Source: an optimization exercise on an open RTL-to-GDS flow (aim: small area, a short achievable clock period and few clock cycles). Production flows keep margins and buffers that such runs may drop. Only simulation tests tie the RTL to the original design; equivalence was not proved.

==> 10-27: inputs <==
Design st7036_core, start of the top module:
module st7036_core (
    input  wire       clk,
    input  wire       rst,           
    input  wire       cmd_valid,
    output wire       cmd_ready,
    input  wire [1:0] cmd_kind,      
    input  wire       cmd_rs,
    input  wire       cmd_rw,
    input  wire [7:0] cmd_data,
    output wire       rsp_valid,
    output reg  [7:0] rsp_data,
    output reg  [3:0] rsp_err,
    output reg        evt_valid,
    input  wire       evt_ready,
    output reg  [1:0] evt_kind,      
    output reg  [6:0] evt_x,
    output reg  [4:0] evt_y,
    output reg  [5:0] evt_val        
);
    localparam [1:0] K_XFER = 2'd0, K_BLINK = 2'd1, K_REFRESH = 2'd2, K_RESET = 2'd3;
    localparam [1:0] SEL_NONE = 2'd0, SEL_DDRAM = 2'd1, SEL_CGRAM = 2'd2, SEL_ICON = 2'd3;
    localparam [3:0] ERR_NONE         = 4'd0,
                     ERR_UNRECOGNIZED = 4'd1,
                     ERR_RESERVED_IS  = 4'd2,
                     ERR_RES_TABLE    = 4'd3,
                     ERR_RES_INSTR    = 4'd4,
                     ERR_LAYOUT       = 4'd5,
                     ERR_BIAS         = 4'd6,
                     ERR_NO_MEM       = 4'd7,
                     ERR_DDRAM_RANGE  = 4'd8;
    localparam [1:0] EV_PIXEL = 2'd0, EV_ON = 2'd1, EV_OFF = 2'd2, EV_CONTRAST = 2'd3;
  ...
clock: 12.0 ns
lec_check: 0
cap_margin: 20
core_margin: 2
core_utilization: 50
place_density: 0.6
slew_margin: 20
synth_memory_max_bits: 16384
run.sh (not shown) runs the stock make flow with config.mk's settings and CLKGATE_MAP_FILE= SYNTH_SCRIPT=/design/flow/synth_recipe.tcl, a recipe that flattens the netlist after the stock synthesis.
==> inputs of 08-13, as changes to 10-27 <==
--- a/flow/design.v
+++ b/flow/design.v
@@ -288,17 +288,16 @@
                                  : (n_user ? n_cg : n_rom);
     wire [39:0] o_glyph = x_ocur ? (sh_blk ? {40{1'b1}} : {5'h1f, (o_user ? o_cg[34:0] : o_rom[34:0])})
                                  : (o_user ? o_cg : o_rom);
     wire [39:0] n_pix = slot_pixels(n_glyph, x_nh);
     wire [39:0] o_pix = prev_zero ? 40'd0 : slot_pixels(o_glyph, x_oh);
     wire [39:0] u_diff = x_v ? (n_pix ^ o_pix) : 40'd0;
-    reg        p_valid;
-    reg [39:0] p_diff, p_new;
-    reg [1:0]  p_line;
-    reg [3:0]  p_col;
-    wire       p_busy = p_valid;      
+    reg        p0_v, p1_v;
+    reg [39:0] p0_diff, p0_new, p1_diff, p1_new;
+    reg [1:0]  p0_line, p1_line;
+    reg [3:0]  p0_col, p1_col;
     reg [39:0] e_diff, e_new;
     reg [1:0]  e_line;
     reg [6:0]  e_x5;
     reg [7:0]  e_rownz, e_rowlow;
     reg [39:0] e_pick;
     reg [2:0]  e_i;
@@ -325,16 +324,21 @@
     wire [39:0] e_rest = e_diff & ~e_pick;
     wire        e_any  = (e_diff != 40'd0);
     wire        e_last = (e_rest == 40'd0);
     wire        e_val  = |(e_pick & e_new);
     wire        evt_free = !evt_valid || evt_ready;
     wire        e_take = e_any && evt_free;
-    wire        e_load = !e_any || (e_take && e_last);
-    wire        pipe_adv = !p_busy;
-    wire        e_byp  = e_load && !p_busy;      
-    wire scan_done = !w_more && !a_v && !b_v && !x_v && !p_busy && !e_any;
+    wire        e_free_q = !e_any || (e_last && !evt_valid);
+    wire        e_free_r = e_any && e_last;
+    wire        e_load = e_free_q || (e_free_r && evt_ready);
+    wire        pipe_adv = !p0_v || (!p1_v && !x_v);
+    wire        c_nz   = (u_diff != 40'd0);
+    wire        p_take = e_load && p0_v;           
+    wire        e_byp  = e_load && !p0_v;          
+    wire        p_ins  = c_nz && !e_byp;           
+    wire scan_done = !w_more && !a_v && !b_v && !x_v && !p0_v && !p1_v && !e_any;
     wire fin = ((state == ST_SCAN) && scan_done && evt_free) || ((state == ST_EVT) && evt_ready);
     wire exec = q_v && (state == ST_IDLE);
     wire cur_blk = !b_on || blink;
     wire cur_chg = (c_on != sh_c) || (c_on && ((ac != sh_ac) || (cur_blk != sh_blk)));
     wire start_all = all_chg || (doff != sh_doff) || (span != sh_span);
     wire [47:0] cur_cells = ({48'd0, 1'b1} << sh_ac[5:0]) & {48{sh_c && sh_ac < 7'd48}}
@@ -408,18 +412,37 @@
             a_nh <= n_map[1:0];  a_oh <= o_map[1:0];
             a_p <= u_p;  a_c <= u_c;
             b_ncode <= n_code;  b_ocode <= o_code;
             b_ncur <= c_on && (ac == {1'b0, a_na});
             b_ocur <= sh_c && (sh_ac == {1'b0, a_oa});
             b_nh <= a_nh;  b_oh <= a_oh;  b_p <= a_p;  b_c <= a_c;
-            x_ncode <= b_ncode;  x_ocode <= b_ocode;
-            x_ncur <= b_ncur;  x_ocur <= b_ocur;
-            x_nh <= b_nh;  x_oh <= b_oh;  x_p <= b_p;  x_c <= b_c;
-            p_new <= n_pix;
-            p_line <= x_p;
-            p_col <= x_c;
+        end
+        x_ncode <= b_ncode;  x_ocode <= b_ocode;
+        x_ncur <= b_ncur;  x_ocur <= b_ocur;
+        x_nh <= b_nh;  x_oh <= b_oh;  x_p <= b_p;  x_c <= b_c;
+    end
+    always @(posedge clk) begin
+        if (rst) begin
+            p0_v <= 1'b0;
+            p1_v <= 1'b0;
+        end else if (p_take) begin
+            if (p1_v) begin
+                p0_v <= 1'b1;
+                p0_diff <= p1_diff;  p0_new <= p1_new;  p0_line <= p1_line;  p0_col <= p1_col;
+                p1_v <= p_ins;
+                p1_diff <= u_diff;  p1_new <= n_pix;  p1_line <= x_p;  p1_col <= x_c;
+            end else begin
+                p0_v <= p_ins;
+                p0_diff <= u_diff;  p0_new <= n_pix;  p0_line <= x_p;  p0_col <= x_c;
+            end
+        end else if (!p0_v) begin
+            p0_v <= p_ins;
+            p0_diff <= u_diff;  p0_new <= n_pix;  p0_line <= x_p;  p0_col <= x_c;
+        end else if (!p1_v) begin
+            p1_v <= p_ins;
+            p1_diff <= u_diff;  p1_new <= n_pix;  p1_line <= x_p;  p1_col <= x_c;
         end
     end
     task reset_modes;
         begin
             ac <= 7'd0;  sel <= SEL_NONE;
             id <= 1'b1;  s <= 1'b0;
@@ -438,13 +461,12 @@
             prev_zero <= 1'b1;
             cg_chg <= 1'b0;
             all_chg <= 1'b1;
             state <= ST_IDLE;
             w_all <= 1'b0;  w_slot <= 6'd0;  w_end <= 1'b1;  w_todo <= 48'd0;  w_half <= 1'b0;
             a_v <= 1'b0;  b_v <= 1'b0;  x_v <= 1'b0;
-            p_valid <= 1'b0;  p_diff <= 40'd0;
             e_diff <= 40'd0;
             rsp_q <= 1'b0;  rsp_data <= 8'h00;  rsp_err <= ERR_NONE;
             evt_valid <= 1'b0;  evt_kind <= EV_PIXEL;
             evt_x <= 7'd0;  evt_y <= 5'd0;  evt_val <= 6'd0;
         end else begin
             rsp_q <= 1'b0;
@@ -454,38 +476,34 @@
                     evt_valid <= 1'b0;
                     rsp_q <= 1'b1;
                     state <= ST_IDLE;
                 end
             end
             ST_SCAN: begin
+                x_v <= pipe_adv && b_v;
                 if (pipe_adv) begin
                     a_v <= w_more;
                     b_v <= a_v;
-                    x_v <= b_v;
-                    p_valid <= !e_byp && (u_diff != 40'd0);
-                    p_diff <= e_byp ? 40'd0 : u_diff;
                     if (w_more) begin
                         if (w_all) begin
                             w_slot <= w_slot + 6'd1;
                             if (w_slot == 6'd47) w_end <= 1'b1;
                         end else if (t_dbl && !w_half) begin
                             w_half <= 1'b1;
                         end else begin
                             w_half <= 1'b0;
                             w_todo[t_a] <= 1'b0;
                         end
                     end
-                end else if (e_load) begin
-                    p_valid <= 1'b0;       
                 end
                 if (e_load) begin
-                    if (p_busy) begin
-                        e_diff <= p_diff;
-                        e_new <= p_new;
-                        e_line <= p_line;
-                        e_x5 <= {1'b0, p_col, 2'b00} + {3'd0, p_col};
+                    if (p0_v) begin
+                        e_diff <= p0_diff;
+                        e_new <= p0_new;
+                        e_line <= p0_line;
+                        e_x5 <= {1'b0, p0_col, 2'b00} + {3'd0, p0_col};
                     end else begin
                         e_diff <= u_diff;
                         e_new <= n_pix;
                         e_line <= x_p;
                         e_x5 <= {1'b0, x_c, 2'b00} + {3'd0, x_c};
                     end
@@ -536,13 +554,12 @@
                         w_todo <= start_todo;
                         w_half <= 1'b0;
                         w_end <= !start_all;
                         a_v <= 1'b0;
                         b_v <= 1'b0;
                         x_v <= 1'b0;
-                        p_valid <= 1'b0;
                     end
                 end
                 default: begin       
                     rsp_err <= err;
                     if (err == ERR_NONE) begin
                         if (op != OP_READ_AC) dirty <= 1'b1;
==> comparison table <==
item	10-27	08-13
Result of the run	complete, no violations	complete, no violations
Met1 demand-to-capacity share in global routing	60.9%	58.1%
Length of routed met3 wiring	99.0 mm	85.6 mm
Number of CTS-inserted buffers	278	275
Starting utilization of the core area	50.2%	50.2%
Via count	111,000	111,000
Adder-cell area share of the yosys netlist	1.10%	0.949%
Number of distinct library cells after synthesis	91	115
Ant diodes	56	36
Detailed-route wire length on metal 1	219 mm	220 mm
Average detailed-routed wire length per instance	45.3 um	41.6 um
Met2 routing resource usage after global routing	69.7%	65.2%
Endpoint with the worst hold slack	b_oh[0]$_DFFE_PN_	x_oh[1]$_DFF_P_
Sequential cells	2,527	2,614
Count of clock-net buffers in the final layout	355	359
Testbench counts of 10-27, summed over its fixed seeds: cycles 163,101.
Testbench counts of 08-13, summed over its fixed seeds: cycles 163,025.

-- port drivers added, routing unchanged --
In the flow no input, the clock included, has a driving cell. The finished layouts below were timed again as built, in two steps. Step 1: set_driving_cell puts a clkbuf_16 on clk and a buf_2 on each other input, an assumption about the parent block. Step 2 adds t to the input delays and takes it off the output delays; t is the mean of the earliest and latest rising clock arrival at the registers after step 1. Input paths then give back, and output paths get back, about the clock's delay inside the block. a / b / c = ideal / step 1 / step 2; a / b = the first two.
| run | shift t [ns] | setup slack, ns | hold WS [ns] | clock arrival spread, ns | slew at the worst register clock pin (ns) |
|---|---|---|---|---|---|
| 10-27 | 1.048 | 5.308 / 5.308 / 5.308 | 0.406 / 0.406 / 0.406 | 0.148 / 0.148 | 0.08 / 0.08 |
| 08-13 | 0.986 | 5.092 / 5.092 / 4.467 | 0.351 / 0.351 / 0.351 | 0.091 / 0.091 | 0.07 / 0.07 |
After both steps every run listed still meets setup and hold. For 08-13, which loses most, drivers alone change the setup slack by 0.000 ns; drivers and shift together by -0.625 ns.
